Source: an optimization exercise on an open RTL-to-GDS flow (aim: small area, a short achievable clock period and few clock cycles). Production flows keep margins and buffers that such runs may drop.
Where RTL was checked, it was by simulation tests only, not by an equivalence proof against the original.
Power figures rest on the tool's default switching activity, not on a simulated workload.

Setup of north:
// sprite_renderer
module sprite_renderer (
    input  wire        clk,
    input  wire        rst,
    input  wire [15:0] cfg_tile_mult,
    input  wire [16:0] cfg_tile_len,     
    input  wire [1:0]  cfg_pal_cnt,      
    input  wire [15:0] cfg_nent0,        
    input  wire [15:0] cfg_nent1,        
    input  wire        cfg_debug,
    input  wire        pal_we,
    input  wire        pal_slot,
    input  wire [3:0]  pal_idx,
    input  wire [15:0] pal_wdata,
    input  wire        start,
    input  wire [15:0] attr0,
    input  wire [15:0] attr1,
    input  wire [15:0] attr2,
    output wire        ready,
    output reg         tile_req,
    output reg  [13:0] tile_addr,
    input  wire        tile_gnt,
    input  wire [31:0] tile_rdata,
    output reg         pix_valid,
    output reg  [5:0]  pix_x,
    output reg  [5:0]  pix_y,
    output wire [31:0] pix_rgba,
    output reg         done,
    output wire [6:0]  spr_w,
    output wire [6:0]  spr_h,
    output reg         ev_tile_oor,
    output reg         ev_pidx_oor,
    output reg         ev_pnum_oor
);
Size in the first run: ~2700 cells after synthesis, ~740 flip-flops, about 250 I/O pins, about 31000 µm² of cells after synthesis.
export LEC_CHECK = 0
export ABC_AREA = 1
export CAP_MARGIN = 20
export CORE_MARGIN = 2
export CORE_UTILIZATION = 55
export CTS_CLUSTER_DIAMETER = 90
export CTS_CLUSTER_SIZE = 30
export PLACE_DENSITY = 0.7
export SLEW_MARGIN = 20
export TNS_END_PERCENT = 20
create_clock -name core_clock -period 8.0 [get_ports {clk}]
standard.sh (not shown) runs the stock make flow with config.mk's settings and CLKGATE_MAP_FILE= SYNTH_SCRIPT=/design/flow/synth_recipe.tcl, a recipe that flattens the netlist after the stock synthesis.
==> flow/flow/run.sh <==
#!/bin/bash
# The standard layout (standard.sh: standard synthesis, floorplan, place,
# CTS, route), with two extra ORFS settings: the port buffers are buf_2 cells
# and repair_timing aims for a larger setup slack. Output goes to
# standard_flow.log in this folder (ORFS's own step logs are under orfs/logs).
set -euo pipefail
bash standard.sh \
  "BUFFER_PORTS_ARGS=-buffer_cell sky130_fd_sc_hd__buf_2" \
  SETUP_SLACK_MARGIN=5.4 \
  finish > standard_flow.log 2>&1
Testbench counts of north, summed over its fixed seeds: cycles 102,538.
Input-level comparison between south and north:
Settings: CTS_CLUSTER_DIAMETER now 80, was 90; CTS_CLUSTER_SIZE now 24, was 30; ABC_AREA now 0, was 1; TNS_END_PERCENT no longer set, was 20.
south finished every step from synthesis to the final layout, and the layout passed the timing, DRC and antenna checks.
Looking at south and north, the initial standard-cell utilization of the core is a wash.
north leaves less setup margin than south.
The final reports for south and north show proportion of power drawn by the clock network higher in the former.
Delta (south minus north): final-layout fill cell count decreased about 13%, overall power higher, cell count lost 23%.
Between south and north, number of library cell types mapped by synthesis is higher for south, north comes in under that.
south: core utilization is 2.9 points higher than what north reported.
Largest net degree at the start of global routing: lower on south
What east does differently from south at the input level:
Settings: changing CTS_CLUSTER_DIAMETER from 80 to 90; changing CTS_CLUSTER_SIZE from 24 to 30; changing ABC_AREA from 0 to 1.
diff --git a/flow/flow/run.sh b/flow/flow/run.sh
--- a/flow/flow/run.sh
+++ b/flow/flow/run.sh
@@ -8,3 +8,3 @@
   "BUFFER_PORTS_ARGS=-buffer_cell sky130_fd_sc_hd__buf_2" \
-  SETUP_SLACK_MARGIN=5.4 \
+  SETUP_SLACK_MARGIN=5.45 \
   finish > standard_flow.log 2>&1
==> comparison <==
In terms of final area, south and east differ only marginally.
Re non-clock buffer count: east is 27 down on south.
Minimum period implied by the final worst setup slack: higher on south
Inputs modified between east and west:
Settings: SETUP_SLACK_MARGIN newly set to 5.
==> flow/run.sh (new file) <==
#!/bin/bash
# synth_recipe.tcl (not shown) runs the flow's synth.tcl, then flattens the netlist and writes it again
# the make line also repeats each setting of config.mk as NAME=value (left out here)
make -C /OpenROAD-flow-scripts/flow DESIGN_CONFIG=/design/flow/config.mk WORK_HOME=/design/flow/orfs CLKGATE_MAP_FILE= SYNTH_SCRIPT=/design/flow/synth_recipe.tcl finish
removed: flow/flow/run.sh
removed: flow/standard.sh
### Flow results
The maximum number of pins on one net before global-route repair in west is 1.7 times that in east. Net switching component of the power on west is ahead of east. west vs east, total power after layout went down by about 1.2%. Non-clock inverter total of the final layout: east vs west — no meaningful difference. In the metrics for east and west, the one carrying the higher number of global-route vias before repair is west. west vs east — sequential cell fraction of total power rose 0.8 points. west against east: register fraction of the total cell area shows no meaningful change; fraction of the cycle the final worst path needs shows an increase of 3.2 points. Compare east and west | clock-cell share of area higher: east.

* * *

sprite_renderer, a different RTL version from the one above (not shown whole).
Size in the first run: roughly 2700 cells after synthesis, about 740 flip-flops, roughly 250 I/O pins, roughly 0.031 sq mm of cells after synthesis.
==> flow/config.mk <==
export PLATFORM = sky130hd
export DESIGN_NAME = sprite_renderer
export DESIGN_NICKNAME = sprite_renderer
export VERILOG_FILES = /design/flow/design.v
export SDC_FILE = /design/flow/constraint.sdc
export NUM_CORES = 4
export LEC_CHECK = 0
export ABC_AREA = 1
export CAP_MARGIN = 20
export CORE_MARGIN = 2
export CORE_UTILIZATION = 40
export CTS_CLUSTER_DIAMETER = 80
export CTS_CLUSTER_SIZE = 24
export PLACE_DENSITY = 0.6
export SLEW_MARGIN = 20
==> flow/constraint.sdc <==
create_clock -name core_clock -period 8.0 [get_ports {clk}]
set_input_delay 1.6000 -clock core_clock [delete_from_list [all_inputs] [get_ports {clk}]]
set_output_delay 1.6000 -clock core_clock [all_outputs]
set_load 0.01 [all_outputs]
==> flow/flow/run.sh <==
#!/bin/bash
# The standard layout (standard.sh: standard synthesis, floorplan, place,
# CTS, route), with two extra ORFS settings: the port buffers are buf_2 cells
# and repair_timing aims for a larger setup slack. Output goes to
# standard_flow.log in this folder (ORFS's own step logs are under orfs/logs).
set -euo pipefail
bash standard.sh \
  "BUFFER_PORTS_ARGS=-buffer_cell sky130_fd_sc_hd__buf_2" \
  SETUP_SLACK_MARGIN=5.3 \
  finish > standard_flow.log 2>&1
Next try:
==> flow/run.sh (new file) <==
#!/bin/bash
# synth_recipe.tcl (not shown) runs the flow's synth.tcl, then flattens the netlist and writes it again
# the make line also repeats each setting of config.mk as NAME=value (left out here)
make -C /OpenROAD-flow-scripts/flow DESIGN_CONFIG=/design/flow/config.mk WORK_HOME=/design/flow/orfs CLKGATE_MAP_FILE= SYNTH_SCRIPT=/design/flow/synth_recipe.tcl finish
- ABC_AREA: 1 -> not set
- ABC_CLOCK_PERIOD_IN_PS: not set -> 3000
- SETUP_SLACK_MARGIN: not set -> 5
removed: flow/flow/run.sh
removed: flow/standard.sh
=> The changed run completed without violations; global-route usage is higher by 0.17 points; area after synthesis is lower by a few percent; routed wire length is lower slightly.
Next try:
- CTS_CLUSTER_DIAMETER: 80 -> not set
- CTS_CLUSTER_SIZE: 24 -> not set
Effect: Design area climbs by 3.0%; via count rose by 1.2%; sequential share of layout area is lower by 1.7 points; wire length came out higher by 0.55%; combinational power decreases by about 0.8%; clock power goes up by 50%; total power rises by 17%.
Next try:
- ABC_AREA: not set -> 1
- ABC_CLOCK_PERIOD_IN_PS: 3000 -> not set
- CTS_CLUSTER_DIAMETER: not set -> 80
- CTS_CLUSTER_SIZE: not set -> 24
=>
- power went down by about 17%
- worst hold slack got worse by 0.035 ns
- wire length came out higher by about 0.37%
- core utilization came out lower by 2.4 points
- area after synthesis climbs by 2.1%
- fmax is higher by about 1.2%
- combinational power drops by about 0.8%
- flip-flop and latch count stays the same
- design area went down by about 3%
- synthesized cell count went up by about 30%
- via count went up by about 5.6%
No functional check of the RTL was part of any run of this note.

## separate check: timing with driven ports
How much do the figures lean on ideal ports? The routed layouts below were timed once more, with nothing changed but the port constraints.
Step 1, drivers: a clkbuf_16 drives clk and a buf_2 each remaining input, both assumed.
Step 2, shift: input delay + t, output delay - t, t = (earliest + latest rising clock arrival at the registers) / 2. This alone moves slack from input paths to output paths.
a / b / c = ideal / step 1 / step 2; a / b = the first two.
| run | t, ns | setup slack, ns | hold WS [ns] | worst register clock-pin slew, ns | pins driven straight from the clock port |
|---|---|---|---|---|---|
| north | 0.687 | 5.267 / 5.206 / 4.789 | 0.351 / 0.351 / 0.351 | 0.12 / 0.12 | 1 |
| south | 0.642 | 5.302 / 5.262 / 4.867 | 0.355 / 0.355 / 0.355 | 0.10 / 0.10 | 1 |
| east | 0.644 | 5.312 / 5.255 / 4.991 | 0.353 / 0.353 / 0.353 | 0.12 / 0.12 | 1 |
| west | 0.695 | 5.057 / 4.997 / 4.432 | 0.348 / 0.348 / 0.348 | 0.12 / 0.12 | 1 |
| the first run of note 2 | 0.662 | 5.074 / 5.121 / 4.459 | 0.428 / 0.428 / 0.428 | 0.10 / 0.10 | 1 |
| the second run of note 2 | 0.666 | 5.005 / 4.984 / 4.386 | 0.457 / 0.457 / 0.457 | 0.11 / 0.11 | 1 |
| the third run of note 2 | 0.680 | 5.006 / 4.972 / 4.373 | 0.456 / 0.456 / 0.456 | 0.06 / 0.06 | 1 |
| the fourth run of note 2 | 0.657 | 5.042 / 5.014 / 4.425 | 0.421 / 0.421 / 0.421 | 0.10 / 0.10 | 1 |
After both steps every run listed still meets setup and hold. The setup slack of the third run of note 2, which loses most, moves by -0.034 ns with the drivers and by -0.633 ns with both steps.
